This design comes from an exercise in tuning for small area, a short achievable clock period and few clock cycles on the open sky130 flow, not from production work.
At most, simulation tests tie the RTL to the original design; equivalence was not proved.
For runs 1, 2 and 4, only the layout was checked, not whether the RTL still works.
Power and IR drop assume default switching activity.

`design.v`:
```
module bfx_core (
    input  wire         clk,
    input  wire         rst,
    input  wire         cmd_valid,
    output wire         cmd_ready,
    input  wire [127:0] cmd_hdr,
    input  wire         pay_valid,
    output wire         pay_ready,
    input  wire [7:0]   pay_data,
    output wire         rsp_valid,
    input  wire         rsp_ready,
    output wire [7:0]   rsp_status,
    output wire [31:0]  rsp_value,
    output wire [31:0]  rsp_rlen,
    output wire         res_valid,
    input  wire         res_ready,
    output wire [7:0]   res_data
);
    localparam [7:0] OP_WRAP        = 8'h01, OP_ALLOCATE     = 8'h02,
                     OP_REMAINING   = 8'h03, OP_FLIP         = 8'h04,
                     OP_GET_BITS    = 8'h10, OP_GET_BITS_AT  = 8'h11,
                     OP_GET_BYTES   = 8'h12, OP_GET_BYTES_AT = 8'h13,
                     OP_PUT_BITS    = 8'h20, OP_PUT_BITS_AT  = 8'h21,
                     OP_PUT_BYTES   = 8'h22, OP_PUT_BYTES_AT = 8'h23,
                     OP_PUT_INT     = 8'h24, OP_PUT_SHORT    = 8'h25,
                     OP_ARRAY       = 8'h30, OP_USED_ARRAY   = 8'h31,
                     OP_PICK_MIDDLE = 8'h40, OP_PICK_LEFT    = 8'h41,
                     OP_PICK_RIGHT  = 8'h42, OP_RIGHT_MASK   = 8'h43,
                     OP_LEFT_MASK   = 8'h44;
    localparam [2:0] ST_OK = 3'd0, ST_INVALID_ARG = 3'd1, ST_OUT_OF_RANGE = 3'd2,
                     ST_ILLEGAL = 3'd3, ST_NO_BUFFER = 3'd4, ST_CAPACITY = 3'd5;
    reg         valid;
    reg [5:0]   len;           
    reg [2:0]   cap3;          
    reg [2:0]   pad;           
    reg [8:0]   pos;           
    reg [8:0]   rem;           
    reg [255:0] store;
    reg         cmd_rdy;       
    reg         rsp_v;
    reg [2:0]   r_status;
    reg [8:0]   r_value;
    reg [5:0]   r_rlen;
    reg         res_v;
    reg [7:0]   res_d;
    reg         pay_rdy;
    reg [31:0]  creg;          
    reg [8:0]   bl;            
    reg [8:0]   ptr;           
    reg         c1;            
    reg         ok_r;          
    reg         k_w;           
    reg         k_at;          
    reg         b_hi_z;        
    reg         k_big;         
    reg         big_gt;        
    reg         k_wrap, k_alloc, k_flip, k_seq, k_getat, k_at_bytes,
                k_arr, k_used, k_pay;
    wire [5:0]  k    = ptr[8:3];
    wire [2:0]  b    = ptr[2:0];
    wire [15:0] oh_o = ptr[8] ? 16'd0 : (16'd1 << ptr[7:4]);
    wire [15:0] oh_e = ptr[3] ? {oh_o[14:0], 1'b0} : oh_o;
    wire [7:0]  eb [0:15];
    wire [7:0]  ob [0:15];
    genvar g;
    generate
        for (g = 0; g < 16; g = g + 1) begin : g_eo
            assign eb[g] = store[255 - 16*g -: 8];
            assign ob[g] = store[247 - 16*g -: 8];
        end
    endgenerate
    reg  [7:0]  ev, ov;
    integer q;
    always @(*) begin
        ev = 8'h00;
        ov = 8'h00;
        for (q = 0; q < 16; q = q + 1) begin
            ev = ev | (eb[q] & {8{oh_e[q]}});
            ov = ov | (ob[q] & {8{oh_o[q]}});
        end
    end
    wire [15:0] win  = k[0] ? {ov, ev} : {ev, ov};
    wire [15:0] wsh  = win << b;
    wire [7:0]  w8   = wsh[15:8];                    
    wire        bl_ge8   = (bl[8:3] != 6'd0);
    wire        bl_last  = !bl_ge8 || (bl[3] && bl[8:4] == 5'd0 && bl[2:0] == 3'd0);   
    wire        full8    = k_pay ? bl_ge8 : (bl[2:0] == 3'd0);
    wire [3:0]  chunk    = full8 ? 4'd8 : {1'b0, bl[2:0]};
    wire [8:0]  bl_nx    = bl_last ? 9'd0 :
                           (k_pay || bl[2:0] == 3'd0) ? {bl[8:3] - 6'd1, bl[2:0]} : {bl[8:3], 3'b000};
    wire [1:0]  cbyte    = bl[4:3] - {1'b0, bl[2:0] == 3'd0};      
    reg  [7:0]  cb;
    always @(*) begin
        case (cbyte)
            2'd0:    cb = creg[7:0];
            2'd1:    cb = creg[15:8];
            2'd2:    cb = creg[23:16];
            default: cb = creg[31:24];
        endcase
    end
    wire [7:0]  tmask = ~(8'hFF >> chunk);
    wire [2:0]  sr_sh = 3'd0 - bl[2:0];                  
    wire [7:0]  sral  = cb << sr_sh;                     
    wire [7:0]  src8  = k_pay ? pay_data : sral;
    wire [15:0] d16   = {src8 & tmask, 8'h00} >> b;
    wire [15:0] m16   = {tmask, 8'h00} >> b;
    wire [15:0] mrg   = (win & ~m16) | d16;
    wire        pay_fire = pay_valid && pay_rdy;
    wire        wact     = ok_r && k_w && (bl != 9'd0) && !(c1 && k_at);
    wire        wen      = wact && (!k_pay || pay_fire);
    wire        clr      = c1 && ok_r && k_alloc;
    wire [7:0]  we_v     = clr ? 8'h00 : (k[0] ? mrg[7:0]  : mrg[15:8]);
    wire [7:0]  wo_v     = clr ? 8'h00 : (k[0] ? mrg[15:8] : mrg[7:0]);
    wire [3:0]  nr_at    = (bl[2:0] == 3'd0) ? 4'd8 : {1'b0, bl[2:0]};
    wire [3:0]  p_delta  = wact ? chunk : (c1 && k_getat) ? nr_at : 4'd8;
    wire [3:0]  pn_lo    = {1'b0, ptr[2:0]} + p_delta[3:0];
    wire [5:0]  ptr_hi1  = ptr[8:3] + 6'd1;
    wire [8:0]  ptr_nx   = {pn_lo[3] ? ptr_hi1 : ptr[8:3], pn_lo[2:0]};
    wire [8:0]  at_end  = r_value;
    wire        at_in   = b_hi_z && (ptr[7:3] < len) && (at_end <= len8);
    wire        at_abs  = (at_end <= len8p);
    wire        at_bad  = c1 && k_at && ok_r && !(at_in && (at_abs || !k_w));
    wire        mv      = c1 && ok_r && k_seq;
    wire [8:0]  pos_add = pos + bl;
    wire [8:0]  pos_new = (c1 && ok_r && (k_wrap || k_alloc || k_flip)) ? 9'd0 :
                          mv ? pos_add : pos;
    wire [7:0]  op  = cmd_hdr[127:120];
    wire [23:0] rsv = cmd_hdr[119:96];
    wire [31:0] A   = cmd_hdr[95:64];
    wire [31:0] B   = cmd_hdr[63:32];
    wire [31:0] C   = cmd_hdr[31:0];
    wire rsv_z = (rsv == 24'd0);
    wire a_z   = (A == 32'd0);
    wire b_z   = (B == 32'd0);
    wire c_z   = (C == 32'd0);
    wire c8_z  = (C[31:8] == 24'd0);
    wire c16_z = (C[31:16] == 16'd0);
    wire is_wrap   = (op == OP_WRAP);
    wire is_alloc  = (op == OP_ALLOCATE);
    wire is_flip   = (op == OP_FLIP);
    wire is_gbits  = (op == OP_GET_BITS);
    wire is_gbyt   = (op == OP_GET_BYTES);
    wire is_gbitsa = (op == OP_GET_BITS_AT);
    wire is_gbyta  = (op == OP_GET_BYTES_AT);
    wire is_pbits  = (op == OP_PUT_BITS);
    wire is_pbitsa = (op == OP_PUT_BITS_AT);
    wire is_pbyt   = (op == OP_PUT_BYTES);
    wire is_pbyta  = (op == OP_PUT_BYTES_AT);
    wire is_pint   = (op == OP_PUT_INT);
    wire is_pshort = (op == OP_PUT_SHORT);
    wire is_arr    = (op == OP_ARRAY);
    wire is_used   = (op == OP_USED_ARRAY);
    wire is_getat  = is_gbitsa || is_gbyta;
    wire is_putat  = is_pbitsa || is_pbyta;
    wire is_pay    = is_wrap || is_pbyt || is_pbyta;
    wire is_sput   = is_pbits || is_pbitsa || is_pint || is_pshort;
    reg legal;
    always @(*) begin
        case (op)
            OP_WRAP:                         legal = a_z && b_z;
            OP_ALLOCATE:                     legal = b_z && c_z;
            OP_REMAINING, OP_FLIP,
            OP_ARRAY, OP_USED_ARRAY:         legal = a_z && b_z && c_z;
            OP_GET_BITS, OP_GET_BYTES:       legal = b_z && c_z;
            OP_GET_BITS_AT, OP_GET_BYTES_AT: legal = c_z;
            OP_PUT_BITS:                     legal = b_z && c8_z;
            OP_PUT_BITS_AT:                  legal = c8_z;
            OP_PUT_BYTES:                    legal = b_z;
            OP_PUT_BYTES_AT:                 legal = 1'b1;
            OP_PUT_INT:                      legal = b_z;
            OP_PUT_SHORT:                    legal = b_z && c16_z;
            OP_PICK_MIDDLE:                  legal = c8_z;
            OP_PICK_LEFT, OP_PICK_RIGHT:     legal = b_z && c8_z;
            OP_RIGHT_MASK, OP_LEFT_MASK:     legal = b_z && c_z;
            default:                         legal = 1'b0;
        endcase
        legal = legal && rsv_z;
    end
    wire needs_buf = !(is_wrap || is_alloc || op[7:4] == 4'h4);
    wire [8:0]  a9      = A[8:0];
    wire        a_neg   = A[31];
    wire        a_small = (A[31:9] == 23'd0);            
    wire        a_le8   = (A[31:4] == 28'd0) && (A[3:0] <= 4'd8);
    wire        a_le16  = (A[31:5] == 27'd0) && (A[4:0] <= 5'd16);
    wire        a_le32  = (A[31:6] == 26'd0) && (A[5:0] <= 6'd32);
    wire        a_le256 = a_small && (a9 <= 9'd256);
    wire [8:0]  len8    = {len, 3'b000};
    wire [8:0]  len8p   = len8 - {6'd0, pad};
    wire        rem_lt  = !(a_small && (a9 <= rem));
    wire        in_stor = 1'b1;                            
    wire        abs_ok  = 1'b1;
    wire        gt_dlen = a_small && (C[31:6] == 26'd0) && (a9 > {C[5:0], 3'b000});
    wire        gt_full = (C[31:28] == 4'd0) && ({A[30:3], A[2:0] != 3'd0} > {C[27:0], 1'b0});
    wire        pb_big  = (op == OP_PUT_BYTES || op == OP_PUT_BYTES_AT) && !a_neg && !a_small;
    wire        c_gt32  = (C[31:6] != 26'd0) || (C[5:0] > 6'd32);
    wire        pm_ok   = (B[31:4] == 28'd0) && (B[3:0] <= 4'd8) &&
                          (A[31:4] == 28'd0) && (A[3:0] <= B[3:0]);
    reg [2:0] status;
    always @(*) begin
        status = ST_OK;
        if (!legal)
            status = ST_ILLEGAL;
        else if (needs_buf && !valid)
            status = ST_NO_BUFFER;
        else begin
            case (op)
                OP_WRAP:
                    if (c_z)                          status = ST_INVALID_ARG;
                    else if (c_gt32)                  status = ST_CAPACITY;
                OP_ALLOCATE:
                    if (a_neg || a_z)                 status = ST_INVALID_ARG;
                    else if (!a_le256)                status = ST_CAPACITY;
                OP_GET_BITS, OP_PUT_BITS:
                    if (!a_le8)                       status = ST_INVALID_ARG;
                    else if (rem_lt)                  status = ST_OUT_OF_RANGE;
                OP_GET_BITS_AT:
                    if (!a_le8)                       status = ST_INVALID_ARG;
                    else if (rem_lt || !in_stor)      status = ST_OUT_OF_RANGE;
                OP_GET_BYTES:
                    if (a_neg)                        status = ST_INVALID_ARG;
                    else if (rem_lt)                  status = ST_OUT_OF_RANGE;
                OP_GET_BYTES_AT:
                    if (a_neg)                        status = ST_INVALID_ARG;
                    else if (rem_lt || !in_stor)      status = ST_OUT_OF_RANGE;
                OP_PUT_BITS_AT:
                    if (!a_le8)                       status = ST_INVALID_ARG;
                    else if (rem_lt || !in_stor || !abs_ok)
                                                      status = ST_OUT_OF_RANGE;
                OP_PUT_BYTES:
                    if (a_neg || gt_dlen)             status = ST_INVALID_ARG;
                    else if (rem_lt)                  status = ST_OUT_OF_RANGE;
                OP_PUT_BYTES_AT:
                    if (a_neg || gt_dlen)             status = ST_INVALID_ARG;
                    else if (rem_lt || !in_stor || !abs_ok)
                                                      status = ST_OUT_OF_RANGE;
                OP_PUT_INT:
                    if (!a_le32)                      status = ST_INVALID_ARG;
                    else if (rem_lt)                  status = ST_OUT_OF_RANGE;
                OP_PUT_SHORT:
                    if (!a_le16)                      status = ST_INVALID_ARG;
                    else if (rem_lt)                  status = ST_OUT_OF_RANGE;
                OP_PICK_MIDDLE:
                    if (!pm_ok)                       status = ST_INVALID_ARG;
                OP_PICK_LEFT, OP_PICK_RIGHT, OP_RIGHT_MASK, OP_LEFT_MASK:
                    if (!a_le8)                       status = ST_INVALID_ARG;
                default: ;
            endcase
        end
    end
    wire ok = (status == ST_OK);
    wire [3:0] n4       = A[3:0];
    wire [7:0] data8    = C[7:0];
    wire [7:0] low_ones = ~(8'hFF << n4);
    wire [2:0] sh3      = cmd_rdy ? (is_gbyt ? a9[2:0] : n4[2:0]) : bl[2:0];
    wire       sh8      = cmd_rdy ? (is_gbyt ? (a9[2:0] == 3'd0) : n4[3]) :
                                    (k_at_bytes ? (bl[2:0] == 3'd0) : bl[3]);
    wire [15:0] rd_t    = {8'h00, w8} << sh3;
    wire [7:0] rd_n     = sh8 ? w8 : rd_t[15:8];
    wire [15:0] pl_t    = {8'h00, data8} << n4[2:0];
    wire [7:0]  pm_x    = data8 & (8'hFF >> n4);
    wire [15:0] pm_t    = {8'h00, pm_x} << B[3:0];
    reg [8:0] value;
    always @(*) begin
        case (op)
            OP_REMAINING:   value = rem;
            OP_GET_BITS:    value = {1'b0, rd_n};
            OP_PICK_MIDDLE: value = {1'b0, pm_t[15:8]};
            OP_PICK_LEFT:   value = {1'b0, n4[3] ? data8 : pl_t[15:8]};
            OP_PICK_RIGHT:  value = {1'b0, data8 & low_ones};
            OP_RIGHT_MASK:  value = {1'b0, low_ones};
            OP_LEFT_MASK:   value = {1'b0, ~(8'hFF >> n4)};
            default:        value = 9'd0;
        endcase
    end
    wire [5:0] n_bytes  = a9[8:3] + {5'd0, a9[2:0] != 3'd0};    
    wire [5:0] used_len = pos[8:3] + {5'd0, pos[2:0] != 3'd0};
    reg [5:0] rlen;
    always @(*) begin
        case (op)
            OP_GET_BYTES, OP_GET_BYTES_AT: rlen = n_bytes;
            OP_ARRAY:                      rlen = len;
            OP_USED_ARRAY:                 rlen = used_len;
            default:                       rlen = 6'd0;
        endcase
    end
    function [7:0] top_mask(input [2:0] m);
        top_mask = (m == 3'd0) ? 8'hFF : ~(8'hFF >> m);
    endfunction
    wire [7:0] s0       = store[255:248];
    wire [7:0] arr_mask = top_mask(cap3);
    wire [7:0] use_mask = top_mask(pos[2:0]);
    wire [7:0] lmask    = k_arr ? arr_mask : k_used ? use_mask : 8'hFF;
    wire [7:0] s0_arr   = s0 & ((len == 6'd1) ? arr_mask : 8'hFF);
    wire       used_one = (pos[8:4] == 5'd0) && (pos[3] ? (pos[2:0] == 3'd0) : (pos[2:0] != 3'd0));
    wire [7:0] s0_used  = s0 & (used_one ? use_mask : 8'hFF);
    wire [4:0] as_lo    = {1'b0, B[3:0]} + {1'b0, a9[3:0]};
    wire [4:0] as_h0    = B[8:4] + a9[8:4];
    wire [4:0] as_h1    = B[8:4] + a9[8:4] + 5'd1;
    wire [8:0] at_sum   = {as_lo[4] ? as_h1 : as_h0, as_lo[3:0]};
    wire [3:0] h_lo     = {1'b0, pos[2:0]} + {1'b0, a9[2:0]};
    wire       h_cy     = h_lo[3] || (a9[2:0] == 3'd0);
    wire [5:0] ph1      = pos[8:3] + 6'd1;
    assign cmd_ready  = cmd_rdy;
    assign pay_ready  = pay_rdy;
    assign rsp_valid  = rsp_v;
    assign rsp_status = {5'd0, r_status};
    assign rsp_value  = {23'd0, r_value & {9{ok_r}}};
    assign rsp_rlen   = {26'd0, r_rlen & {6{ok_r}}};
    assign res_valid  = res_v && ok_r;
    assign res_data   = res_d;
    wire hdr_fire = cmd_valid && cmd_rdy;
    wire rsp_fire = rsp_v && rsp_ready;
    wire res_fire = res_v && ok_r && res_ready;
    reg        n_rsp_v, n_res_v, n_pay_rdy, n_wbusy;
    always @(*) begin
        n_rsp_v   = (rsp_v && !rsp_fire) || (c1 && (k_at || k_big));
        n_res_v   = (res_v && ok_r && !(res_fire && bl_last)) ||
                    (c1 && k_getat && k_at_bytes && ok_r && bl != 9'd0);
        n_pay_rdy = (pay_rdy && !(pay_fire && creg == 32'd1)) ||
                    (c1 && k_at && k_pay && creg != 32'd0);
        n_wbusy   = (wact && !k_pay && !bl_last) ||
                    (c1 && k_at && k_w && !k_pay && ok_r && bl != 9'd0);
    end
    always @(posedge clk) begin
        if (rst) begin
            cmd_rdy <= 1'b1;
            rsp_v   <= 1'b0;
            res_v   <= 1'b0;
            pay_rdy <= 1'b0;
            ok_r    <= 1'b0;
            c1      <= 1'b0;
            valid   <= 1'b0;
        end else if (hdr_fire) begin
            cmd_rdy  <= 1'b0;
            c1       <= 1'b1;
            ok_r     <= ok;
            rsp_v    <= !(is_getat || is_putat || pb_big);
            k_big    <= pb_big;
            big_gt   <= gt_full;
            res_v    <= (is_gbyt && a9 != 9'd0) || is_arr || (is_used && pos != 9'd0);
            pay_rdy  <= is_pay && !c_z && !is_putat;
            k_at     <= is_getat || is_putat;
            b_hi_z   <= (B[31:8] == 24'd0);
            r_status <= status;
            r_value  <= (is_getat || is_putat) ? at_sum : value;
            r_rlen   <= rlen;
            creg     <= C;
            bl       <= is_wrap ? {C[5:0], 3'b000} : is_arr ? {len, 3'b000} :
                        is_used ? pos : a9;
            k_w      <= is_sput || is_pay;
            k_wrap   <= is_wrap;
            k_alloc  <= is_alloc;
            k_flip   <= is_flip;
            k_seq    <= is_gbits || is_gbyt || is_pbits || is_pbyt || is_pint || is_pshort;
            k_getat  <= is_getat;
            k_at_bytes <= is_gbyta;
            k_arr    <= is_arr;
            k_used   <= is_used;
            k_pay    <= is_pay;
            if (is_gbyt)
                res_d <= rd_n;
            else if (is_arr)
                res_d <= s0_arr;
            else
                res_d <= s0_used;
            if (is_wrap)
                ptr <= 9'd0;
            else if (is_getat || is_putat)
                ptr <= B[8:0];
            else if (is_arr || is_used)
                ptr <= 9'd8;
            else if (is_gbyt)
                ptr <= {h_cy ? ph1 : pos[8:3], h_lo[2:0]};
        end else begin
            c1      <= 1'b0;
            cmd_rdy <= !(n_rsp_v || n_res_v || n_pay_rdy || n_wbusy);
            rsp_v   <= n_rsp_v;
            res_v   <= n_res_v;
            pay_rdy <= n_pay_rdy;
            pos <= pos_new;
            if (c1 && ok_r) begin
                if (k_wrap) begin
                    valid <= 1'b1;
                    len   <= creg[5:0];
                    cap3  <= 3'd0;
                    pad   <= 3'd0;
                end
                if (k_alloc) begin
                    valid <= 1'b1;
                    len   <= bl[8:3] + {5'd0, bl[2:0] != 3'd0};
                    cap3  <= bl[2:0];
                    pad   <= 3'd0 - bl[2:0];
                end
                if (k_flip && pos[2:0] != 3'd0)
                    pad <= 3'd0 - pos[2:0];
                if (k_wrap)
                    rem <= {creg[5:0], 3'b000};
                if (k_alloc)
                    rem <= bl;                   
                if (k_flip)
                    rem <= len8 - {6'd0, (pos[2:0] != 3'd0) ? 3'd0 - pos[2:0] : pad};
                if (k_seq)
                    rem <= rem - bl;
            end
            if (pay_fire)
                creg <= creg - 32'd1;
            if (wen) begin
                bl <= bl_nx;
                if (bl_last)
                    ptr <= pos_new;
                else
                    ptr <= ptr_nx;
            end
            if (res_fire) begin
                bl <= bl_nx;
                if (bl_last)
                    ptr <= pos_new;
                else begin
                    res_d <= w8 & ((bl_nx[8:4] == 5'd0) ? lmask : 8'hFF);
                    ptr   <= ptr_nx;
                end
            end
            if (c1 && k_at) begin
                r_value <= (k_getat && !k_at_bytes) ? {1'b0, rd_n} : 9'd0;
                res_d <= rd_n;
            end
            if (c1) begin
                if (at_bad) begin
                    ok_r     <= 1'b0;
                    r_status <= ST_OUT_OF_RANGE;
                end
                if (k_big && r_status == ST_OUT_OF_RANGE)
                    r_status <= big_gt ? ST_INVALID_ARG : ST_OUT_OF_RANGE;
                if (k_getat && k_at_bytes && ok_r && bl != 9'd0)
                    ptr <= ptr_nx;
                else if (k_at && k_w && ok_r && bl != 9'd0)
                    ptr <= ptr;
                else if (!wact && !(res_v && ok_r))
                    ptr <= pos_new;
            end else if (!ok_r)
                ptr <= pos;      
        end
    end
    wire [31:0] k_oh  = 32'd1 << k[4:0];
    wire [31:0] k_sel = (k[5] ? 32'd0 : (k_oh | {k_oh[30:0], 1'b0})) & {32{wen}};
    integer i;
    always @(posedge clk) begin
        for (i = 0; i < 32; i = i + 1)
            if (clr || k_sel[i])
                store[255 - 8*i -: 8] <= (i % 2 == 0) ? we_v : wo_v;
    end
endmodule
```
`flow/run.sh`:
```
#!/bin/bash
# Layout flow: the standard ORFS flow (same synthesis script, same
# config.mk and SDC) with these changes:
#  - port buffers of sky130_fd_sc_hd__buf_2 instead of the default pick;
#  - CTS without dummy loads;
#  - cap and slew margins of 10 percent.
set -euo pipefail
W=$PWD
make -C "$FLOW_HOME" DESIGN_CONFIG="$FLOW_CONFIG" WORK_HOME="$W/orfs" CLKGATE_MAP_FILE= \
    SYNTH_SCRIPT="$W/synth_recipe.tcl" ABC_AREA=1 CAP_MARGIN=10 CORE_MARGIN=2 \
    CORE_UTILIZATION=40 SETUP_SLACK_MARGIN=6 SLEW_MARGIN=10 \
    BUFFER_PORTS_ARGS="-buffer_cell sky130_fd_sc_hd__buf_2" \
    CTS_ARGS="-sink_clustering_enable -repair_clock_nets -dont_use_dummy_load" \
    finish > "$W/make_finish.log" 2>&1
: # left out here: write the final layout as DEF
```
`standard.sh`:
```
#!/bin/bash
# synth_recipe.tcl (not shown) runs the flow's synth.tcl, then flattens the netlist and writes it again
# the make line also repeats each setting of config.mk as NAME=value (left out here)
make -C /OpenROAD-flow-scripts/flow DESIGN_CONFIG=/design/flow/config.mk WORK_HOME=/design/flow/orfs CLKGATE_MAP_FILE= SYNTH_SCRIPT=/design/flow/synth_recipe.tcl "${@:-finish}"
```
`config.mk`:
```
export PLATFORM = sky130hd
export DESIGN_NAME = bfx_core
export DESIGN_NICKNAME = bfx_core
export VERILOG_FILES = /design/flow/design.v
export SDC_FILE = /design/flow/constraint.sdc
export NUM_CORES = 4
export LEC_CHECK = 0
export ABC_AREA = 1
export CAP_MARGIN = 10
export CORE_MARGIN = 2
export CORE_UTILIZATION = 40
export SETUP_SLACK_MARGIN = 5
export SLEW_MARGIN = 10
```
`constraint.sdc`:
```
create_clock -name core_clock -period 10.0 [get_ports {clk}]
set_input_delay 2.0000 -clock core_clock [delete_from_list [all_inputs] [get_ports {clk}]]
set_output_delay 2.0000 -clock core_clock [all_outputs]
set_load 0.01 [all_outputs]
```
==> results of run 1 <==
==> sequential cells by signal, indices dropped and copies added, names as in the netlist, 3 cells and up <==
| name | count |
|---|---|
| store | 256 |
| creg | 32 |
| bl | 9 |
| pos | 9 |
| ptr | 9 |
| r_value | 9 |
| rem | 9 |
| res_d | 8 |
| len | 6 |
| r_rlen | 6 |
| cap3 | 3 |
| pad | 3 |
| r_status | 3 |
==> final timing paths <==
kind                            from                   end  slack, ns  cells after the start
setup / recovery        cmd_hdr[120]    res_d[5]$_DFFE_PP_       5.98                     13
hold / removal    valid$_SDFFE_PP0P_    valid$_SDFFE_PP0P_       0.55                      2
setup reg to reg    ptr[6]$_DFFE_PP_  r_value[1]$_DFFE_PP_       6.16                     25
hold reg to reg   valid$_SDFFE_PP0P_    valid$_SDFFE_PP0P_       0.55                      2
==> synth_stat cells (all sizes together), types with 3 or more instances <==
library cell	n	area (um2)
nand2	845	3190
edfxtp	376	11300
nor2	356	1390
nand3	353	1800
inv	331	1240
o21ai	254	1270
a21oi	129	649
ha	119	1490
buf	77	527
clkbuf	68	255
o211ai	52	390
o31ai	41	308
xor2	41	359
nand4	40	250
nor4	30	194
nor3	26	145
a31oi	22	138
o22ai	19	119
xnor2	15	131
a211oi	12	90.1
or2	12	75.1
clkinv	11	41.3
a221oi	9	78.8
a22oi	9	67.6
dfxtp	7	140
o2111ai	7	61.3
o21bai	7	56.3
o221ai	7	61.3
and2	6	37.5
fa	6	120
o2bb2ai	5	43.8
mux2i	4	40.0
o21a	3	22.5
o311ai	3	26.3
o41ai	3	26.3
==> what timing repair did <==
| item | 4_1_cts | 5_1_grt |
|---|---|---|
| setup endpoints to repair | 305 | 320 |
| hold endpoints to repair | 0 | 0 |
| hold buffers | 0 | 0 |
| resized for setup | 77 | 183 |
| buffers inserted | 29 | 51 |
| cloned | 2 | 3 |
| pin swaps | 6 | 27 |
==> metal layers <==
layer,up-vias,routed length [um]
met2,1339,44300
met4,0,5560
met1,11797,38900
met3,284,8230
li1,11935,-
met5,-,0
==> critical path, stage by stage <==
cell and delay (ns):
buf_2 0.17, inv_2 0.19, nand3_2 0.20, inv_1 0.10
nand2_1 0.05, buf_4 0.20, clkinvlp_4 0.26, nand2_1 0.23
or3_1 0.40, o211ai_1 0.18, a21oi_1 0.08, o21ai_0 0.09
nand3_1 0.14
==> layout make-up <==
type                       count  share of cell area (%)
multi-input combinational   2516                    45.1
sequential                   383                    36.9
tap                          864                    3.49
clock buffer                  44                    3.56
timing repair buffer         300                    6.59
timing repair inverter         2                  0.0485
inverter                     342                    4.34
==> power by group through the flow <==
stage	clock, mW	combinational (mW)	sequential (mW)
after floorplan	0	0.651	1.96
after global placement	0	0.978	1.99
after detailed placement	0	0.980	1.99
after CTS	1.38	1.07	1.95
after global routing	1.44	1.30	1.95
final	1.36	1.20	1.95
==> cells in the final DEF (no fill, tap or decap), types with 8 or more instances in the layout <==
cell type   count
nor4_1         27
ha_1          115
xor2_1         41
nor2_4         31
inv_2          22
clkbuf_16      44
o31ai_2        16
a211oi_1        8
clkinvlp_4     15
nor3_1         17
buf_12         12
o21ai_2         8
inv_1         297
a21oi_1       115
nand3_2        21
nor2_1        302
nand2_1       801
o21ai_1        23
o211ai_1       52
nand2_2        41
nor2_2         23
a31oi_1        20
buf_4         107
nand4_1        40
buf_2         169
or2_2          11
a21oi_4         9
o21ai_0       221
o31ai_1        24
conb_1         54
xnor2_1        15
o22ai_1        18
a22oi_1         8
nand3_1       330
edfxtp_1      376
==> stage by stage <==
step,util [%],power (mW),setup WS (ns),cells
finish,47.3,4.51,5.98,4451
global route,47.3,4.68,5.98,4451
CTS,45.6,4.39,5.98,4397
detailed placement,43.0,2.97,4.64,4322
global placement,43.0,2.97,4.75,4322
floorplan,-,2.61,5.99,3386
==> logic make-up after synthesis <==
group                    synth area share [%]
buffers and inverters                    7.84
AO/OA/AOI/OAI                            13.6
adder cells (fa/ha/maj)                  6.10
other                                  0.0142
flip-flops                               43.4
XOR/XNOR                                 1.86
AND/OR/NAND/NOR                          27.1
multiplexers                            0.195
==> flow_metrics.py, run 1 <==
metrics = {
    "outcome": {
        "outcome": "finished clean",
    },
    "route": {
        "drtPass1Iterations": 9,
        "avgRoutedWirePerCell_um": 21.8,
        "via_count": 25355,
        "final_antenna_net_count": 0,
        "1st_iter_drt_viols": 2634,
        "via_per_instance_ratio": 5.70,
        "detail_route.wirelength_um": 97000,
        "route.detailed.drc": 0,
    },
    "synthesis": {
        "dominantRegCellSynth": "edfxtp_1",
        "postSynth.asyncResetShare_pct": 0,
        "synth_warnings": 1,
        "synth.ff_latch_count": 383,
        "synth_cells": 3333,
        "number_of_enable_flip_flop_cells_after_synthesis": 376,
        "synth-seq-area-share_pct": 43.4,
        "postSynthAreaPerCell_um2": 7.91,
        "synth_area_mm2": 0.0264,
        "post_synth_num_cell_types": 71,
    },
    "power": {
        "ir_drop_mv": 0.118,
        "switchingPower_mw": 1.47,
        "clock_power_share_pct": 30.2,
        "power.density_mw_per_mm2": 146,
        "share_seq_of_total_power_pct": 43.2,
        "power_leakage_nw": 13.1,
        "power.share.switching_pct": 32.5,
        "combinationalPowerShare_pct": 26.6,
        "power.internal_mw": 3.04,
    },
    "sta": {
        "finalHoldViolations": 0,
        "finalSetupTns_ns": 0,
        "finalMaxSlewViolations": 0,
        "setup_repair_after_global_routing_missed_its_margin": "true",
        "final_period_minus_worst_setup_slack_ns": 4.02,
        "layout_worst_path_cycle_share_pct": 40.2,
        "timing_worst_slew_pin_value_ns": 1.26,
        "hold_slack_ns": 0.553,
        "clock-skew-final_ns": 0.0690,
        "max_slew_margin_pct": 15.7,
        "max_clock_freq_mhz": 249,
        "report.final.setup_viol": 0,
    },
    "finish": {
        "area.growth.synth_to_final_pct": 17.5,
        "fraction_of_final_layout_cells_with_drive_strength_greater_than_1_pct": 16.7,
        "final_net_count": 3856,
        "ff_latch_area_mm2": 0.0114,
        "multi_input_comb_area_mm2": 0.0140,
        "fill_cells": 6418,
        "final_area_mm2": 0.0310,
        "antenna-diode-count": 0,
    },
    "global_route": {
        "met2_usage_pct": 44.9,
        "grt_max_degree": 55,
        "antenna_violations_before_repair": 0,
        "top_usage_layer": "met2",
        "global_route.usage.met1_pct": 36.1,
        "number_of_global_route_vias_before_repair": 23342,
        "grt_overflow": 0,
        "groute.usage.overall_pct": 27.7,
        "grt_first_pass_wirelength_um": 142000,
        "global_route_met3_utilization_pct": 4.15,
    },
    "placement": {
        "dpl.hpwl_um": 72000,
        "gp_congestion": 1.03,
        "dpl-instance-area_mm2": 0.0282,
        "port_buffers": 171,
    },
    "floorplan": {
        "dieArea_mm2": 0.0680,
        "die_x_um": 261,
        "design.core.area_mm2": 0.0655,
        "initial_core_util_pct": 40.2,
        "core.rowCount": 94,
        "floorplan.io_pins": 226,
        "fp.dieH_um": 261,
    },
    "clock_network": {
        "clock_insertion_delay_worst_skew_ns": 0.58,
        "clk_transition_reported_paths_ns": 0.05,
        "cts.root.buffer_cell": "clkbuf_16",
        "cts_tree": "done",
        "number_of_buffers_created_by_cts": 44,
        "cts_sinks": 383,
        "h_tree_depth_reported_by_cts": 2,
        "clock_tree.buffer_depth": 3,
    },
    "run": {
        "timing.max_cap.violations": 0,
    },
    "setup_path": {
        "capturing_element_type_of_the_critical_path": "register",
        "critical_path.max_fanout": 12,
        "worstSetupPathType": "in -> reg",
        "launching_element_type_of_the_critical_path": "input pin",
        "crit_arrival_ns": 4.29,
        "cp_data_required_time_ns": 10.28,
    },
    "hold_path": {
        "holdCritPathClass": "reg -> reg",
    },
}
==> inputs of run 2 (changes only) <==
--- a/flow/run.sh
+++ b/flow/run.sh
@@ -8,7 +8,7 @@
 W=$PWD
 make -C "$FLOW_HOME" DESIGN_CONFIG="$FLOW_CONFIG" WORK_HOME="$W/orfs" CLKGATE_MAP_FILE= \
     SYNTH_SCRIPT="$W/synth_recipe.tcl" ABC_AREA=1 CAP_MARGIN=10 CORE_MARGIN=2 \
-    CORE_UTILIZATION=40 SETUP_SLACK_MARGIN=6 SLEW_MARGIN=10 \
+    CORE_UTILIZATION=40 SETUP_SLACK_MARGIN=6.3 SLEW_MARGIN=10 \
     BUFFER_PORTS_ARGS="-buffer_cell sky130_fd_sc_hd__buf_2" \
     CTS_ARGS="-sink_clustering_enable -repair_clock_nets -dont_use_dummy_load" \
     finish > "$W/make_finish.log" 2>&1
==> flow_metrics.py, run 2 <==
metrics = {
    "clock_network": {
        "cts_sinks": 383,
        "clock_insertion_delay_worst_skew_ns": 0.60,
        "cts_hold_buf": 0,
        "cts_tree": "done",
        "clk_transition_reported_paths_ns": 0.06,
        "number_of_buffers_created_by_cts": 44,
        "clock_tree.buffer_depth": 3,
        "h_tree_depth_reported_by_cts": 2,
        "cts.root.buffer_cell": "clkbuf_16",
    },
    "route": {
        "avgRoutedWirePerCell_um": 22.0,
        "1st_iter_drt_viols": 2578,
        "via_per_instance_ratio": 5.72,
        "drtPass1Iterations": 6,
        "detail_route.wirelength_um": 99400,
        "route.detailed.drc": 0,
        "final_antenna_net_count": 0,
        "via_count": 25781,
    },
    "synthesis": {
        "post_synth_num_cell_types": 71,
        "number_of_enable_flip_flop_cells_after_synthesis": 376,
        "postSynthAreaPerCell_um2": 7.91,
        "synth.ff_latch_count": 383,
        "postSynth.asyncResetShare_pct": 0,
        "synth_area_mm2": 0.0264,
        "netlist_top_cells_area": "edfxtp_1 43%, nand2_1 12%, nand3_1 6.6%",
        "synth_top_area_share_pct": 42.8,
        "synth-seq-area-share_pct": 43.4,
        "netlist_top_cells_count": "838 x nand2_1, 376 x edfxtp_1, 347 x nand3_1",
        "synth_cells": 3333,
        "synth_warnings": 1,
        "synth_top_cell_by_area": "edfxtp_1",
        "dominantRegCellSynth": "edfxtp_1",
        "yosys.cell_count.top_type": "nand2_1",
    },
    "global_route": {
        "antenna_violations_before_repair": 1,
        "number_of_global_route_vias_before_repair": 23357,
        "groute.usage.overall_pct": 27.9,
        "grt_first_pass_wirelength_um": 143000,
        "grt_overflow": 0,
        "grt_max_degree": 55,
    },
    "setup_path": {
        "crit_path_depth": 15,
        "crit_start": "cmd_hdr[67]",
        "worstSetupPathType": "in -> reg",
        "critical-path-max-stage-delay_ns": 0.28,
        "cpLargestDelayFamily": "compound AO/OA/AOI/OAI gates",
        "crit_path_top_delay_cell": "a2111oi_4",
        "critical_path.reg2reg.startpoint": "bl[0]$_DFFE_PP_",
        "cp_num_buf_inv": 3,
        "crit_path_cells": "buf_8 -> clkinvlp_4 -> buf_6 -> o21ai_2 -> nor2_1 -> nand2_1 -> o31ai_1 -> a22oi_1 -> nand2_1 -> nand2_1 -> a21oi_1 -> a2111oi_4 -> nand2_1 -> o21ai_0 -> o21ai_0",
        "cp_data_required_time_ns": 10.29,
        "capturing_element_type_of_the_critical_path": "register",
        "worstRegToRegCells": 25,
        "most_frequent_cell_on_the_critical_path": "nand2_1",
        "crit_arrival_ns": 4.04,
        "launching_element_type_of_the_critical_path": "input pin",
        "critical_path.max_fanout": 12,
    },
    "power": {
        "combinationalPowerShare_pct": 29.1,
        "power_leakage_nw": 13.8,
        "power.share.switching_pct": 33.3,
        "power.internal_mw": 3.13,
        "switchingPower_mw": 1.57,
        "ir_drop_mv": 0.111,
        "power_mw": 4.70,
        "power.density_mw_per_mm2": 143,
        "share_seq_of_total_power_pct": 41.3,
        "clock_power_share_pct": 29.7,
    },
    "placement": {
        "gp_congestion": 0.984,
        "dpl.hpwl_um": 72300,
        "port_buffers": 171,
    },
    "finish": {
        "fraction_of_final_layout_cells_with_drive_strength_greater_than_1_pct": 23.3,
        "largestRegisters": "store (256), creg (32)",
        "area.growth.synth_to_final_pct": 25.0,
        "fill_cells": 6216,
        "largest-register": "store",
        "flip_flop_count_of_the_largest_register_all_copies_and_words_added": 256,
        "most-common-layout-cells": "757 x nand2_1, 376 x edfxtp_1, 288 x nand3_1",
        "antenna-diode-count": 0,
        "layout.core_utilization_pct": 50.3,
        "final_net_count": 3914,
        "layout_commonest_cell": "nand2_1",
    },
    "outcome": {
        "outcome": "finished clean",
    },
    "sta": {
        "final_period_minus_worst_setup_slack_ns": 3.74,
        "max_clock_freq_mhz": 267,
        "report.final.setup_viol": 0,
        "finalMaxSlewViolations": 0,
        "layout_worst_path_cycle_share_pct": 37.4,
        "max_slew_margin_pct": 15.1,
        "finalSetupTns_ns": 0,
        "clock-skew-final_ns": 0.0697,
        "timing_worst_slew_pin_value_ns": 1.26,
        "setup_repair_after_global_routing_missed_its_margin": "true",
        "finalHoldViolations": 0,
    },
    "hold_path": {
        "hp-start": "valid$_SDFFE_PP0P_",
        "hold_path_depth": 2,
        "holdCritPathClass": "reg -> reg",
    },
    "floorplan": {
        "design.core.area_mm2": 0.0655,
        "dieArea_mm2": 0.0680,
        "die_x_um": 261,
        "fp.dieH_um": 261,
        "floorplan.io_pins": 226,
        "initial_core_util_pct": 40.2,
        "core.rowCount": 94,
    },
    "run": {
        "timing.max_cap.violations": 0,
    },
}
## run 2: cell count changes in the layout (fill, tap and decap cells not counted), sizes merged
cell | before | now
buf | 299 | 345
clkbuf | 45 | 54
nand2 | 845 | 846
nor2 | 356 | 358
clkinv | 7 | 8
inv | 322 | 321
## run 2: cells by family (layout without fill, tap and decap cells)
family | Yosys count | in the layout | share of synthesized area (%)
adders and majority gates | 125 | 125 | 6.10
DFF | 383 | 383 | 43.4
AOI/OAI and AO/OA | 600 | 600 | 13.6
muxes | 5 | 5 | 0.195
buffers and inverters | 487 | 743 | 7.84
xor gates and xnor gates | 56 | 56 | 1.86
and+or+nand+nor | 1676 | 1679 | 27.1
other | 1 | 54 | 0.0142
## run 2: per-layer routing
layer  global-route usage [%]  up-vias  routed length, um
li1                         -    12046                  -
met1                     37.1    12171              39900
met2                     45.1     1306              45800
met3                     4.23      256               8720
met4                     12.4        2               4940
met5                        0        -                 11
## run 2: cell type report
class | instances | area (um2) | area share [%]
clock buffers | 44 | 1100 | 3.34
inverters | 342 | 1420 | 4.29
multi-input cells | 2519 | 15200 | 46.1
flip-flops and latches | 383 | 11400 | 34.7
well taps | 864 | 1080 | 3.28
repair buffers | 355 | 2710 | 8.22
repair inverters | 2 | 12.5 | 0.0380
## run 2: final timing paths
| check | endpoint | slack (ns) |
|---|---|---|
| worst min register to register | valid$_SDFFE_PP0P_ | 0.59 |
| worst max register to register | store[10]$_DFFE_PP_ | 6.27 |
| worst max-delay path | r_value[6]$_DFFE_PP_ | 6.26 |
| worst min-delay path | valid$_SDFFE_PP0P_ | 0.59 |
## run 2: stage by stage
stage	cell area [um2]	hold WS (ns)	instances	setup slack (ns)
2_1_floorplan	27000	0.430	3386	6.26
3_3_place_gp	28400	0.546	4312	4.85
3_5_place_dp	28400	0.549	4312	4.73
4_1_cts	31100	0.568	4434	6.24
5_1_grt	33000	0.582	4509	6.09
6_report	33000	0.588	4509	6.26
## run 2: repair_timing
action                                  CTS  global route
setup buffers                            77            68
pin swaps                                27            85
cloned                                    1             7
gates resized for setup                 202           321
endpoints found under the setup margin  383           311
## run 2: worst reg2reg max path, cell delays in order (launching register included)
cell        delay [ns]
edfxtp_1          0.40
clkinvlp_4        0.14
ha_4              0.18
ha_4              0.19
ha_4              0.18
inv_2             0.06
nand2_4           0.06
nand2_8           0.10
nor2_4            0.06
buf_4             0.14
nand2_2           0.09
o2111ai_4         0.11
o21ai_2           0.09
mux2i_1           0.12
o21ai_1           0.19
a21oi_1           0.10
nand2_2           0.10
nand2_1           0.05
and2_4            0.22
nand2_2           0.05
o21ai_1           0.08
nand2_1           0.11
nand3_2           0.11
nand3_4           0.13
clkinvlp_4        0.18
clkbuf_16         0.21
## run 2: power by group through the flow
| stage | registers (mW) | logic (mW) | clock network [mW] |
|---|---|---|---|
| 5_1_grt | 1.94 | 1.46 | 1.46 |
| 3_5_place_dp | 1.98 | 1.01 | 0 |
| 6_report | 1.94 | 1.37 | 1.39 |
| 3_3_place_gp | 1.98 | 1.01 | 0 |
| 4_1_cts | 1.94 | 1.17 | 1.41 |
| 2_1_floorplan | 1.96 | 0.676 | 0 |
==> inputs of run 3 (changes only) <==
--- a/design.v
+++ b/design.v
@@ -291,8 +291,7 @@
     wire [7:0] use_mask = top_mask(pos[2:0]);
     wire [7:0] lmask    = k_arr ? arr_mask : k_used ? use_mask : 8'hFF;
     wire [7:0] s0_arr   = s0 & ((len == 6'd1) ? arr_mask : 8'hFF);
-    wire       used_one = (pos[8:4] == 5'd0) && (pos[3] ? (pos[2:0] == 3'd0) : (pos[2:0] != 3'd0));
-    wire [7:0] s0_used  = s0 & (used_one ? use_mask : 8'hFF);
+    wire [7:0] s0_used  = s0 & ((used_len == 6'd1) ? use_mask : 8'hFF);
     wire [4:0] as_lo    = {1'b0, B[3:0]} + {1'b0, a9[3:0]};
     wire [4:0] as_h0    = B[8:4] + a9[8:4];
     wire [4:0] as_h1    = B[8:4] + a9[8:4] + 5'd1;
@@ -337,7 +336,7 @@
             rsp_v    <= !(is_getat || is_putat || pb_big);
             k_big    <= pb_big;
             big_gt   <= gt_full;
-            res_v    <= (is_gbyt && a9 != 9'd0) || is_arr || (is_used && pos != 9'd0);
+            res_v    <= (is_gbyt || is_arr || is_used) && (rlen != 6'd0);
             pay_rdy  <= is_pay && !c_z && !is_putat;
             k_at     <= is_getat || is_putat;
             b_hi_z   <= (B[31:8] == 24'd0);
==> flow/run.sh (replaced) <==
#!/bin/bash
# Layout flow: the standard ORFS flow (same synthesis script, same
# config.mk and SDC) with these changes:
#  - port buffers of sky130_fd_sc_hd__buf_2 instead of the default pick;
#  - CTS without dummy loads.
set -euo pipefail
W=$PWD
make -C "$FLOW_HOME" DESIGN_CONFIG="$FLOW_CONFIG" WORK_HOME="$W/orfs" CLKGATE_MAP_FILE= \
    SYNTH_SCRIPT="$W/synth_recipe.tcl" ABC_AREA=1 CAP_MARGIN=20 CORE_MARGIN=2 \
    CORE_UTILIZATION=40 SETUP_SLACK_MARGIN=6 SLEW_MARGIN=20 \
    BUFFER_PORTS_ARGS="-buffer_cell sky130_fd_sc_hd__buf_2" \
    CTS_ARGS="-sink_clustering_enable -repair_clock_nets -dont_use_dummy_load" \
    finish > "$W/make_finish.log" 2>&1
: # left out here: write the final layout as DEF
--- a/config.mk
+++ b/config.mk
@@ -6,8 +6,8 @@
 export NUM_CORES = 4
 export LEC_CHECK = 0
 export ABC_AREA = 1
-export CAP_MARGIN = 10
+export CAP_MARGIN = 20
 export CORE_MARGIN = 2
 export CORE_UTILIZATION = 40
 export SETUP_SLACK_MARGIN = 5
-export SLEW_MARGIN = 10
+export SLEW_MARGIN = 20
==> flow_metrics.py, run 3 <==
metrics = {
    "power": {
        "power.share.switching_pct": 32.1,
        "power.internal_mw": 3.00,
        "share_seq_of_total_power_pct": 43.5,
        "ir_drop_mv": 0.119,
        "power_leakage_nw": 13.1,
        "clock_power_share_pct": 31.7,
        "power.density_mw_per_mm2": 144,
        "combinationalPowerShare_pct": 24.8,
        "switchingPower_mw": 1.42,
    },
    "floorplan": {
        "initial_core_util_pct": 40.3,
        "floorplan.io_pins": 226,
        "dieArea_mm2": 0.0684,
        "fp.dieH_um": 262,
        "design.core.area_mm2": 0.0657,
        "die_x_um": 262,
        "core.rowCount": 94,
    },
    "route": {
        "via_count": 25249,
        "1st_iter_drt_viols": 2397,
        "detail_route.wirelength_um": 101000,
        "final_antenna_net_count": 0,
        "avgRoutedWirePerCell_um": 22.8,
        "route.detailed.drc": 0,
        "drtPass1Iterations": 6,
        "via_per_instance_ratio": 5.69,
    },
    "setup_path": {
        "crit_path_cells": "buf_2 -> clkinv_2 -> ha_2 -> inv_1 -> o41ai_2 -> nand3_2 -> a221oi_2 -> nand3_1 -> a21oi_1 -> o21ai_0",
        "critical_path.reg2reg.startpoint": "bl[0]$_DFFE_PP_",
        "crit_start": "cmd_hdr[35]",
        "capturing_element_type_of_the_critical_path": "register",
        "worstSetupPathType": "in -> reg",
        "crit_arrival_ns": 4.31,
        "critical-path-max-stage-delay_ns": 0.42,
        "cp_data_required_time_ns": 10.28,
        "critical_path.max_fanout": 11,
        "launching_element_type_of_the_critical_path": "input pin",
        "crit_path_top_delay_cell": "ha_2",
    },
    "synthesis": {
        "synth_top_cell_by_area": "edfxtp_1",
        "synth_top_area_share_pct": 42.6,
        "netlist_top_cells_count": "799 x nand2_1, 376 x edfxtp_1, 367 x nand3_1",
        "post_synth_num_cell_types": 69,
        "synth_cells": 3334,
        "postSynth.asyncResetShare_pct": 0,
        "yosys.cell_count.top_type": "nand2_1",
        "postSynthAreaPerCell_um2": 7.96,
        "synth-seq-area-share_pct": 43.1,
        "synth.ff_latch_count": 383,
        "synth_warnings": 1,
        "dominantRegCellSynth": "edfxtp_1",
        "number_of_enable_flip_flop_cells_after_synthesis": 376,
        "netlist_top_cells_area": "edfxtp_1 43%, nand2_1 11%, nand3_1 6.9%",
        "synth_area_mm2": 0.0265,
    },
    "finish": {
        "fraction_of_final_layout_cells_with_drive_strength_greater_than_1_pct": 15.2,
        "most-common-layout-cells": "780 x nand2_1, 376 x edfxtp_1, 359 x nand3_1",
        "fill_cells": 6625,
        "area.growth.synth_to_final_pct": 15.7,
        "layout.core_utilization_pct": 46.7,
        "largest-register": "store",
        "flip_flop_count_of_the_largest_register_all_copies_and_words_added": 256,
        "largestRegisters": "store (256), creg (32)",
        "final_net_count": 3839,
        "antenna-diode-count": 0,
        "layout_commonest_cell": "nand2_1",
    },
    "clock_network": {
        "cts_sinks": 383,
        "cts_tree": "done",
        "h_tree_depth_reported_by_cts": 2,
        "clk_transition_reported_paths_ns": 0.06,
        "cts.root.buffer_cell": "clkbuf_16",
        "clock_tree.buffer_depth": 3,
        "clock_insertion_delay_worst_skew_ns": 0.58,
        "number_of_buffers_created_by_cts": 45,
    },
    "run": {
        "timing.max_cap.violations": 0,
    },
    "placement": {
        "port_buffers": 171,
        "dpl.hpwl_um": 76100,
        "gp_congestion": 0.999,
    },
    "sta": {
        "max_clock_freq_mhz": 248,
        "clock-skew-final_ns": 0.0505,
        "finalSetupTns_ns": 0,
        "final_period_minus_worst_setup_slack_ns": 4.03,
        "setup_repair_after_global_routing_missed_its_margin": "true",
        "max_slew_margin_pct": 25.4,
        "finalHoldViolations": 0,
        "timing_worst_slew_pin_value_ns": 1.11,
        "report.final.setup_viol": 0,
        "layout_worst_path_cycle_share_pct": 40.3,
        "finalMaxSlewViolations": 0,
    },
    "outcome": {
        "outcome": "finished clean",
    },
    "global_route": {
        "antenna_violations_before_repair": 0,
        "groute.usage.overall_pct": 28.9,
        "number_of_global_route_vias_before_repair": 23474,
        "grt_overflow": 0,
        "grt_first_pass_wirelength_um": 147000,
        "grt_max_degree": 53,
    },
    "hold_path": {
        "holdCritPathClass": "reg -> reg",
        "hp-start": "valid$_SDFFE_PP0P_",
    },
}
-- run 3: power groups by stage --
stage	registers (mW)	clock network [mW]	logic [mW]
6_report	1.92	1.40	1.10
5_1_grt	1.92	1.47	1.19
4_1_cts	1.93	1.41	1.04
3_5_place_dp	1.96	0	0.962
3_3_place_gp	1.96	0	0.958
2_1_floorplan	1.94	0	0.623
-- run 3: layout make-up --
class                   instances  area, um2  area share, %
flip-flops and latches        383      11400           37.3
repair buffers                286       1890           6.17
clock buffers                  45       1130           3.67
inverters                     364       1420           4.64
well taps                     864       1080           3.52
multi-input cells            2492      13700           44.7
-- run 3: logic make-up after synthesis --
| kind of cell | Yosys count | share of synthesized area (%) |
|---|---|---|
| xor+xnor | 54 | 1.78 |
| flops | 383 | 43.1 |
| other cells | 1 | 0.0141 |
| compound gates | 597 | 13.6 |
| mux | 5 | 0.193 |
| simple gates | 1657 | 27.1 |
| fa+ha+maj | 125 | 6.07 |
| buf+inv | 512 | 8.20 |
-- run 3: repair_timing --
action / 4_1_cts / 5_1_grt
hold buffers: 0 / 0
cloned: 0 / 1
resized for setup: 72 / 90
endpoints found under the hold margin: 0 / 0
setup buffers: 29 / 39
setup endpoints to repair: 315 / 300
pin swaps: 7 / 19
-- run 3: worst max-delay path: cells and delay by family --
| family | cells | cell delay [ns] |
|---|---|---|
| compound gates | 4 | 0.99 |
| fa+ha+maj | 1 | 0.42 |
| buf+inv | 3 | 0.54 |
| simple gates | 2 | 0.35 |
-- run 3: path summary, 6_finish.rpt --
| path | depth (start not counted) | slack, ns | to |
|---|---|---|---|
| min reg2reg | 2 | 0.50 | valid$_SDFFE_PP0P_ |
| min | 2 | 0.50 | valid$_SDFFE_PP0P_ |
| max | 10 | 5.97 | r_status[0]$_DFFE_PP_ |
| max reg2reg | 20 | 6.13 | store[232]$_DFFE_PP_ |
-- run 3: stage by stage --
| step | setup slack (ns) | total power, mW | hold WS, ns | cell area [um2] | cells |
|---|---|---|---|---|---|
| 5_1_grt | 5.94 | 4.59 | 0.547 | 30700 | 4434 |
| 2_1_floorplan | 5.99 | 2.57 | 0.430 | 26800 | 3387 |
| 6_report | 5.97 | 4.42 | 0.502 | 30700 | 4434 |
| 3_3_place_gp | 4.74 | 2.92 | 0.474 | 28300 | 4317 |
| 3_5_place_dp | 4.62 | 2.93 | 0.467 | 28300 | 4317 |
| 4_1_cts | 5.97 | 4.38 | 0.495 | 30000 | 4391 |
-- run 3: per-layer routing --
| metal | global-route usage, % | share of wire, % | vias to the layer above |
|---|---|---|---|
| met4 | 16.9 | 6.5 | 0 |
| met3 | 4.26 | 7.6 | 298 |
| met5 | 0 | 0 | - |
| met2 | 47.0 | 46 | 1229 |
| li1 | - | - | 11905 |
| met1 | 36.6 | 40 | 11817 |
Testbench counts of run 3, summed over its fixed seeds: cycles 18,831.
==> inputs of run 4 (changes only) <==
--- a/design.v
+++ b/design.v
@@ -34,7 +34,6 @@
     reg [2:0]   cap3;          
     reg [2:0]   pad;           
     reg [8:0]   pos;           
-    reg [8:0]   rem;           
     reg [255:0] store;
     reg         cmd_rdy;       
     reg         rsp_v;
@@ -114,8 +113,7 @@
     wire [3:0]  nr_at    = (bl[2:0] == 3'd0) ? 4'd8 : {1'b0, bl[2:0]};
     wire [3:0]  p_delta  = wact ? chunk : (c1 && k_getat) ? nr_at : 4'd8;
     wire [3:0]  pn_lo    = {1'b0, ptr[2:0]} + p_delta[3:0];
-    wire [5:0]  ptr_hi1  = ptr[8:3] + 6'd1;
-    wire [8:0]  ptr_nx   = {pn_lo[3] ? ptr_hi1 : ptr[8:3], pn_lo[2:0]};
+    wire [8:0]  ptr_nx   = {ptr[8:3] + {5'd0, pn_lo[3]}, pn_lo[2:0]};
     wire [8:0]  at_end  = r_value;
     wire        at_in   = b_hi_z && (ptr[7:3] < len) && (at_end <= len8);
     wire        at_abs  = (at_end <= len8p);
@@ -186,6 +184,7 @@
     wire        a_le256 = a_small && (a9 <= 9'd256);
     wire [8:0]  len8    = {len, 3'b000};
     wire [8:0]  len8p   = len8 - {6'd0, pad};
+    wire [8:0]  rem     = len8p - pos;
     wire        rem_lt  = !(a_small && (a9 <= rem));
     wire        in_stor = 1'b1;                            
     wire        abs_ok  = 1'b1;
@@ -392,14 +391,6 @@
                 end
                 if (k_flip && pos[2:0] != 3'd0)
                     pad <= 3'd0 - pos[2:0];
-                if (k_wrap)
-                    rem <= {creg[5:0], 3'b000};
-                if (k_alloc)
-                    rem <= bl;                   
-                if (k_flip)
-                    rem <= len8 - {6'd0, (pos[2:0] != 3'd0) ? 3'd0 - pos[2:0] : pad};
-                if (k_seq)
-                    rem <= rem - bl;
             end
             if (pay_fire)
                 creg <= creg - 32'd1;
==> flow_metrics.py, run 4 <==
metrics = {
    "sta": {
        "finalMaxSlewViolations": 0,
        "worst_slack_ns": 5.74,
        "final_period_minus_worst_setup_slack_ns": 4.26,
        "clock-skew-final_ns": 0.0468,
        "max_clock_freq_mhz": 235,
        "max_slew_margin_pct": 23.6,
        "layout_worst_path_cycle_share_pct": 42.6,
        "timing_worst_slew_pin_value_ns": 1.14,
        "finalHoldViolations": 0,
        "finalSetupTns_ns": 0,
        "report.final.setup_viol": 0,
        "hold_slack_ns": 0.504,
        "setup_repair_after_global_routing_missed_its_margin": "true",
    },
    "global_route": {
        "groute.usage.overall_pct": 27.8,
        "number_of_global_route_vias_before_repair": 22725,
        "grt_first_pass_wirelength_um": 140000,
        "met2_usage_pct": 41.8,
        "global_route_met3_utilization_pct": 7.03,
        "top_usage_layer": "met2",
        "grt_max_degree": 65,
        "antenna_violations_before_repair": 1,
        "global_route.usage.met1_pct": 38.9,
        "grt_overflow": 0,
    },
    "outcome": {
        "outcome": "finished clean",
    },
    "clock_network": {
        "clock_insertion_delay_worst_skew_ns": 0.59,
        "clk_transition_reported_paths_ns": 0.06,
        "cts_sinks": 374,
        "cts.root.buffer_cell": "clkbuf_16",
        "clock_tree.buffer_depth": 3,
        "cts_tree": "done",
        "cts_hold_buf": 0,
        "h_tree_depth_reported_by_cts": 2,
        "number_of_buffers_created_by_cts": 43,
    },
    "finish": {
        "layout_commonest_cell": "nand2_1",
        "final_area_mm2": 0.0304,
        "antenna-diode-count": 0,
        "largestRegisters": "store (256), creg (32)",
        "most-common-layout-cells": "738 x nand2_1, 367 x edfxtp_1, 317 x nand3_1",
        "area.growth.synth_to_final_pct": 18.8,
        "layout.core_utilization_pct": 48.1,
        "final_net_count": 3747,
        "largest-register": "store",
        "fin_cells": 4329,
        "flip_flop_count_of_the_largest_register_all_copies_and_words_added": 256,
        "fraction_of_final_layout_cells_with_drive_strength_greater_than_1_pct": 17.9,
    },
    "setup_path": {
        "most_frequent_cell_on_the_critical_path": "a21oi_2",
        "crit_arrival_ns": 4.76,
        "launching_element_type_of_the_critical_path": "register",
        "worstRegToRegCells": 25,
        "critical-path-max-stage-delay_ns": 0.58,
        "crit_path_top_delay_cell": "edfxtp_1",
        "worstSetupPathType": "reg -> reg",
        "cp_data_required_time_ns": 10.50,
        "critical_path.max_fanout": 4,
        "capturing_element_type_of_the_critical_path": "register",
    },
    "synthesis": {
        "synth.ff_latch_count": 374,
        "postSynthAreaPerCell_um2": 7.98,
        "synth_top_area_share_pct": 43.0,
        "netlist_top_cells_area": "edfxtp_1 43%, nand2_1 11%, nand3_1 6.4%",
        "dominantRegCellSynth": "edfxtp_1",
        "synth_top_cell_by_area": "edfxtp_1",
        "synth_warnings": 1,
        "number_of_enable_flip_flop_cells_after_synthesis": 367,
        "netlist_top_cells_count": "761 x nand2_1, 367 x edfxtp_1, 332 x inv_1",
        "synth_area_mm2": 0.0256,
        "post_synth_num_cell_types": 66,
        "synth-seq-area-share_pct": 43.6,
        "postSynth.asyncResetShare_pct": 0,
        "yosys.cell_count.top_type": "nand2_1",
        "synth_cells": 3210,
    },
    "power": {
        "power.density_mw_per_mm2": 143,
        "ir_drop_mv": 0.122,
        "power_leakage_nw": 12.8,
        "power_mw": 4.35,
    },
    "placement": {
        "port_buffers": 171,
        "dpl-instance-area_mm2": 0.0272,
        "dpl.cell_count": 4166,
        "place_worst_setup_slack_ns": 4.53,
        "dpl.hpwl_um": 69800,
        "gp_congestion": 0.992,
    },
    "hold_path": {
        "hold_path_depth": 2,
        "holdCritPathClass": "reg -> reg",
    },
    "floorplan": {
        "floorplan.io_pins": 226,
        "fp.dieH_um": 257,
        "die_x_um": 257,
        "dieArea_mm2": 0.0660,
        "core.rowCount": 92,
        "design.core.area_mm2": 0.0632,
        "initial_core_util_pct": 40.5,
    },
    "route": {
        "detail_route.wirelength_um": 95600,
        "drtPass1Iterations": 9,
        "route.detailed.drc": 0,
        "via_per_instance_ratio": 5.71,
        "via_count": 24712,
        "1st_iter_drt_viols": 2717,
        "avgRoutedWirePerCell_um": 22.1,
        "final_antenna_net_count": 0,
    },
    "run": {
        "timing.max_cap.violations": 0,
    },
}
[run 4: logic make-up after synthesis]
family / synth area share [%]
adder cells (fa/ha/maj): 6.04
AO/OA/AOI/OAI: 12.6
other: 0.0146
multiplexers: 0.122
XOR/XNOR: 2.16
AND/OR/NAND/NOR: 27.0
flip-flops: 43.6
buffers and inverters: 8.52
[run 4: cell type report]
cell class              instances  area, um2
fillers                      6114      32800
well taps                     846       1060
clock buffers                  43       1080
repair buffers                329       2300
multi-input cells            2390      13400
inverters                     347       1380
flip-flops and latches        374      11200
[run 4: routing by layer]
metal | vias up | part of all wire [%]
met2 | 1334 | 44
met5 | - | 0
met1 | 11671 | 42
met4 | 0 | 3.4
li1 | 11519 | -
met3 | 188 | 11
[run 4: worst max-delay path, delay by kind of cell, from the launching register on]
family          cells  cell delay [ns]
xor+xnor            2             0.32
fa+ha+maj           2             0.58
simple gates       10             1.33
flops               1             0.58
buf+inv             3             0.21
compound gates      8             1.14
[run 4: what timing repair did]
action | in CTS | in global routing
pin swaps | 31 | 51
buffers inserted | 70 | 47
gates cloned | 1 | 1
resized for setup | 117 | 175
endpoints found under the setup margin | 295 | 304
[run 4: power by group]
group          switching (mW)  leakage, nW  internal [mW]
combinational           0.746         8.92          0.361
clock                   0.601        0.530          0.751
sequential             0.0414         3.39           1.84
[run 4: path summary, 6_finish.rpt]
| path | startpoint | slack [ns] | end |
|---|---|---|---|
| worst max-delay path | pad[2]$_DFFE_PP_ | 5.74 | ok_r$_SDFFE_PP0P_ |
| worst min-delay path | valid$_SDFFE_PP0P_ | 0.50 | valid$_SDFFE_PP0P_ |
| worst max register to register | pad[2]$_DFFE_PP_ | 5.74 | ok_r$_SDFFE_PP0P_ |
| worst min register to register | valid$_SDFFE_PP0P_ | 0.50 | valid$_SDFFE_PP0P_ |

[re-timing with driven ports]
The results above use ideal ports. As a check the final layouts listed here were re-extracted and re-timed, cells and wires unchanged. Step 1 sets driving cells, clkbuf_16 on the clock port and buf_2 on the other inputs (assumed; they add their load-dependent delay and slew). Step 2, shift: input delay + t, output delay - t, t = (earliest + latest rising clock arrival at the registers) / 2. This alone moves slack from input paths to output paths. Three values: no drivers, after step 1, after step 2; two values: the first two.
| run | t (ns) | setup WS [ns] | worst setup path after step 2 | worst slew at a driven data input, ns |
|---|---|---|---|---|
| run 1 | 0.610 | 5.984 / 6.024 / 5.414 | input to register | 0.04 |
| run 2 | 0.624 | 6.255 / 6.260 / 5.636 | input to register | 0.05 |
| run 3 | 0.617 | 5.972 / 6.001 / 5.384 | input to register | 0.05 |
| run 4 | 0.635 | 5.738 / 5.738 / 5.442 | input to register | 0.04 |
After both steps setup and hold are still met in every run listed. For run 2, which loses most, drivers alone change the setup slack by +0.005 ns; drivers and shift together by -0.619 ns.
